Background: an optimization exercise with open tools, aiming at small area, a short achievable clock period and few clock cycles per item. Do not read the settings as production practice.
The RTL was checked by simulation tests, not by an equivalence proof against the original design.
No activity file was given, so power comes from the tool's default toggle rates.

## qprs_rs
module qprs_rs (
    input  wire        clk,
    input  wire        rst,
    input  wire        cmd_valid,
    output wire        cmd_ready,
    input  wire [15:0] cmd_k,
    input  wire [7:0]  cmd_e,
    input  wire        in_valid,
    output wire        in_ready,
    input  wire [7:0]  in_data,
    output wire        out_valid,
    input  wire        out_ready,
    output wire [7:0]  out_data,
    output wire        out_last,
    output wire        out_err
);
    localparam MAX_EC = 30;
    reg        nq_valid;
    reg  [7:0] nq_k;
    reg  [4:0] nq_e;
    reg        nq_bad;      
    assign cmd_ready = !nq_valid;
    wire cmd_fire = cmd_valid && !nq_valid;
    wire cmd_bad = (cmd_e == 8'd0) || (cmd_e > MAX_EC) ||
                   (cmd_k[15:8] != 8'd0) || (cmd_k[7:0] == 8'd0);
    wire [8:0] nq_sum = {1'b0, nq_k} + {4'd0, nq_e};
    wire nq_ok = !nq_bad && !nq_sum[8];
    reg        cur_active;   
    reg        cur_err;      
    reg        cur_first;    
    reg  [7:0] kcnt;         
    reg  [4:0] cur_e;
    reg        d_valid;
    reg        d_first;
    reg        d_last;
    reg  [4:0] d_e;
    reg  [7:0] d_data;
  ...
clock: 8.0 ns
lec_check: 0
cap_margin: 20
core_margin: 2
core_utilization: 30
cts_cluster_diameter: 120
cts_cluster_size: 30
place_density: 0.45
setup_slack_margin: 4.8
slew_margin: 20
run.sh (not shown) runs the stock make flow with config.mk's settings and CLKGATE_MAP_FILE= SYNTH_SCRIPT=/design/flow/synth_recipe.tcl, a recipe that flattens the netlist after the stock synthesis.
Testbench counts at the start, summed over its fixed seeds: cycles 30,817, blocks 695.
Next try:
--- a/flow/config.mk
+++ b/flow/config.mk
@@ -10,4 +10,4 @@
-export CORE_UTILIZATION = 30
-export CTS_CLUSTER_DIAMETER = 120
-export CTS_CLUSTER_SIZE = 30
-export PLACE_DENSITY = 0.45
+export CORE_UTILIZATION = 40
+export CTS_CLUSTER_DIAMETER = 80
+export CTS_CLUSTER_SIZE = 24
+export PLACE_DENSITY = 0.55
Result:
- power rose by about 6%
- setup slack improved by 0.056 ns
- first-iteration DRC count went up by about 20%
- cell area came out lower by about 1.2%
- register-to-register slack gains 0.02 ns
- final cell count falls by 6.2%
- non-clock buffer count shrinks by 1
- clock skew increases by 0.011 ns
- clock-buffer cell count rises by 15

---

qprs_rs again, from the RTL that the note above started with.
==> flow/config.mk <==
export PLATFORM = sky130hd
export DESIGN_NAME = qprs_rs
export DESIGN_NICKNAME = qprs_rs
export VERILOG_FILES = /design/flow/design.v
export SDC_FILE = /design/flow/constraint.sdc
export NUM_CORES = 4
export LEC_CHECK = 0
export CAP_MARGIN = 20
export CORE_MARGIN = 2
export CORE_UTILIZATION = 35
export CTS_CLUSTER_DIAMETER = 80
export CTS_CLUSTER_SIZE = 24
export PLACE_DENSITY = 0.5
export SETUP_SLACK_MARGIN = 4.8
export SLEW_MARGIN = 20
==> flow/constraint.sdc <==
create_clock -name core_clock -period 8.0 [get_ports {clk}]
set_input_delay 1.6000 -clock core_clock [delete_from_list [all_inputs] [get_ports {clk}]]
set_output_delay 1.6000 -clock core_clock [all_outputs]
set_load 0.01 [all_outputs]
Testbench counts at the start, summed over its fixed seeds: cycles 30,817, blocks 695.
Rerun with:
CORE_UTILIZATION = 30   (was 35)
CTS_CLUSTER_DIAMETER = not set   (was 80)
CTS_CLUSTER_SIZE = not set   (was 24)
PLACE_DENSITY = 0.45   (was 0.5)
Outcome:
- power rose by roughly a tenth
- routed wire length grows by a few percent
- count of clock-buffer cells in the layout is higher by 53
- maximum frequency rose slightly
- die area grows by about a fifth
- cell count increases by a few percent
- non-clock buffer count falls by 7
- hold slack is better by 0.0051 ns
- global-route usage falls by 2.9 points

---

Another version of the RTL of qprs_rs (not shown whole).
Size in the first run: ~650 flip-flops.
clock: 8.0 ns
lec_check: 0
cap_margin: 20
core_margin: 2
core_utilization: 35
cts_cluster_diameter: 80
cts_cluster_size: 24
place_density: 0.5
setup_slack_margin: 4.8
slew_margin: 20
The starting point produced a clean layout.
Testbench counts at the start, summed over its fixed seeds: cycles 30,817, blocks 695.
==> next run, changes <==
CORE_UTILIZATION = 30   (was 35)
CTS_CLUSTER_DIAMETER = not set   (was 80)
CTS_CLUSTER_SIZE = not set   (was 24)
PLACE_DENSITY = 0.45   (was 0.5)
The new run ran to the end with no violations.
Hold slack is worse by 0.012 ns.
Global-route usage shrinks by 3.2 points.
Power grows by roughly a tenth.
Cell area grows by a few percent.
Combinational power stays flat.
Clock-buffer cell count grows by 47.

==> afterwards: timing with drivers on the ports <==
The flow's constraints put no driver on any port. The routed layouts listed below were extracted and timed again, unchanged, in two steps. Step 1, drivers: a clkbuf_16 drives clk and a buf_2 each remaining input, both assumed. Step 2 adds t to the input delays and takes it off the output delays; t is the mean of the earliest and latest rising clock arrival at the registers after step 1. Input paths then give back, and output paths get back, about the clock's delay inside the block. Three values: ideal ports, drivers, drivers and shift; two values: the first two.
run	shift t [ns]	slack for setup (ns)	worst setup path at the end	worst register clock-pin slew, ns	pins driven straight from the clock port
the first run of note 1	0.743	4.635 / 4.672 / 3.950	input to register	0.12 / 0.12	1
the second run of note 1	0.772	4.691 / 4.691 / 4.150	input to register	0.10 / 0.10	1
the first run of note 2	0.780	4.715 / 4.715 / 4.139	input to register	0.10 / 0.10	1
the second run of note 2	0.818	4.740 / 4.740 / 4.111	input to register	0.07 / 0.07	1
the first run of note 3	0.791	4.654 / 4.654 / 4.106	input to register	0.10 / 0.10	1
the second run of note 3	0.782	4.767 / 4.767 / 4.105	input to register	0.06 / 0.06	1
After both steps every run listed still meets setup and hold. The setup slack of the first run of note 1, which loses most, moves by +0.037 ns with the drivers and by -0.685 ns with both steps.
